Context: an optimization exercise on an open-source flow, tuned for small area, a short achievable clock period and few clock cycles. The choices shown serve that exercise and are no tape-out recipe. At most, simulation tests tie the RTL to the original design; equivalence was not proved. Power and IR drop assume default switching activity.

## exp/cedar
// rnc_decoder
module rnc_decoder (
    input  wire        clk,
    input  wire        rst,           
    input  wire        start,         
    input  wire [15:0] in_len,        
    output reg  [1:0]  status,        
    output reg  [2:0]  err,           
    output reg  [3:0]  fcause,        
    output wire [15:0] out_len,       
    output reg  [15:0] crc,           
    output reg         in_re,
    output reg  [15:0] in_addr,
    input  wire [7:0]  in_rdata,
    output wire        out_we,
    output wire [15:0] out_waddr,
    output wire [7:0]  out_wdata,
    output wire        out_re,
    output wire [15:0] out_raddr,
    input  wire [7:0]  out_rdata
);
For scale: ~740 flip-flops, ~47,000 µm² of cells after synthesis.
make LEC_CHECK=0 ABC_CLOCK_PERIOD_IN_PS=4500 CAP_MARGIN=5 CORE_MARGIN=2 CORE_UTILIZATION=55 PLACE_DENSITY=0.75 SETUP_SLACK_MARGIN=5 SLEW_MARGIN=5 finish   # period 10.0 ns
run.sh (not shown) runs the stock make flow with config.mk's settings and CLKGATE_MAP_FILE= SYNTH_SCRIPT=/design/flow/synth_recipe.tcl, a recipe that flattens the netlist after the stock synthesis.
Testbench counts of exp/cedar, summed over its fixed seeds: cycles 180,527.
--- input diff exp/cedar..exp/harbor ---
--- a/flow/config.mk
+++ b/flow/config.mk
@@ -8,3 +8,3 @@
 export ABC_CLOCK_PERIOD_IN_PS = 4500
-export CAP_MARGIN = 5
+export CAP_MARGIN = 20
 export CORE_MARGIN = 2
@@ -13,2 +13,2 @@
 export SETUP_SLACK_MARGIN = 5
-export SLEW_MARGIN = 5
+export SLEW_MARGIN = 20
==> comparison <==
- exp/harbor ends up with lower register share of total power than exp/cedar does.
- Filler cell count of exp/harbor falls short of that of exp/cedar slightly.
- Global routing usage on met2 (higher): exp/cedar
- Relative to exp/cedar, the layout-stage area growth over the synthesis result of exp/harbor is higher by 1.1 points.
- Taking exp/cedar as the reference point, the register fraction of the total cell area of exp/harbor falls by 0.38 points.
- Looking at exp/harbor and exp/cedar, the worst setup slack is a wash.
## Diff of input files: exp/sierra against exp/harbor
--- a/flow/config.mk
+++ b/flow/config.mk
@@ -10,4 +10,3 @@
 export CORE_MARGIN = 2
-export CORE_UTILIZATION = 55
-export PLACE_DENSITY = 0.75
+export CORE_UTILIZATION = 40
 export SETUP_SLACK_MARGIN = 5
### Flow results
For exp/sierra, the destination of the critical timing path was rem_in[14], unlike exp/harbor, where it was cur[12]. Going from exp/harbor to exp/sierra, final worst-path cycle share shrinks by 0.60 points. Final RePlAce weighted congestion on exp/sierra is down relative to exp/harbor. Sequential share of power, exp/harbor and exp/sierra, lower one = exp/harbor. Looking at exp/harbor and exp/sierra, the critical path required time is a wash. exp/harbor reports its critical path start-end classification as reg -> reg while exp/sierra reports in -> reg. Re initial standard-cell utilization of the core: exp/harbor and exp/sierra aren't equal, and the lower value belongs to exp/sierra. Comparing exp/harbor and exp/sierra, slew at the pin closest to its max-slew limit is lower on exp/sierra.
--- input diff exp/sierra..exp/quartz ---
--- a/flow/config.mk
+++ b/flow/config.mk
@@ -10,4 +10,6 @@
 export CORE_MARGIN = 2
-export CORE_UTILIZATION = 40
+export CORE_UTILIZATION = 55
+export PLACE_DENSITY = 0.75
 export SETUP_SLACK_MARGIN = 5
 export SLEW_MARGIN = 20
+export TNS_END_PERCENT = 20
## What came out
- Compared with exp/sierra, exp/quartz degrades worst hold slack.
- From exp/sierra to exp/quartz the numbers moved as follows: net switching power of the design went down, final instance area went down, share of total power in combinational logic went down.
- exp/sierra reports its kind of critical path as in -> reg while exp/quartz reports reg -> out.
- met3 track utilization from global routing was higher in the run labelled exp/quartz.
- Diff exp/sierra -> exp/quartz | post-layout minimum cycle time | increase of 54 ps
- Count of buffering cells on the critical path with inverters included in exp/quartz is 1 lower than in exp/sierra

---

== delta ==
Another version of the RTL of rnc_decoder (not shown whole).
Size: roughly 760 flip-flops, roughly 48000 um^2 of cells after synthesis.
clock: 10.0 ns
lec_check: 0
abc_clock_period_in_ps: 4500
cap_margin: 20
core_margin: 2
core_utilization: 40
setup_slack_margin: 5
slew_margin: 20
delta completed; timing, DRC and antenna clean
The inputs of epsilon differ from those of delta as listed below.
diff --git a/flow/config.mk b/flow/config.mk
--- a/flow/config.mk
+++ b/flow/config.mk
@@ -7,3 +7,3 @@
 export LEC_CHECK = 0
-export ABC_CLOCK_PERIOD_IN_PS = 4500
+export ABC_AREA = 1
 export CAP_MARGIN = 20
## What came out
Diff delta..epsilon | remaining routing DRC violations | unchanged. Summary of epsilon over delta: clock latency on the worst-skew pair ~0 delta; number of instances resized during post-cts repair down 31%.
No run of this note included a check of the RTL's function; only the layout flow was run.

-- afterwards: timing with drivers on the ports --
The results above use ideal ports. As a check the final layouts listed here were re-extracted and re-timed, cells and wires unchanged.
Step 1 assumes that a clkbuf_16 drives the clock port and a buf_2 every other input.
Step 2 moves the port delays by t, midway between the first and last clock arrival at a register: inputs arrive t later, outputs are due t later. That takes back most of the time a late clock gives input paths.
Three values: no drivers, after step 1, after step 2; two values: the first two.
run	t (ns)	setup slack, ns	slew at the worst register clock pin (ns)
exp/cedar	0.726	4.829 / 4.829 / 4.285	0.07 / 0.07
exp/harbor	0.735	4.828 / 4.828 / 4.216	0.07 / 0.07
exp/sierra	0.738	4.888 / 4.911 / 4.202	0.07 / 0.07
exp/quartz	0.744	4.834 / 4.764 / 4.225	0.07 / 0.07
delta	0.744	4.990 / 4.989 / 4.294	0.07 / 0.07
epsilon	0.742	5.038 / 5.038 / 4.525	0.06 / 0.06
After both steps every run listed still meets setup and hold. For delta, which loses most, drivers alone change the setup slack by -0.001 ns; drivers and shift together by -0.696 ns.
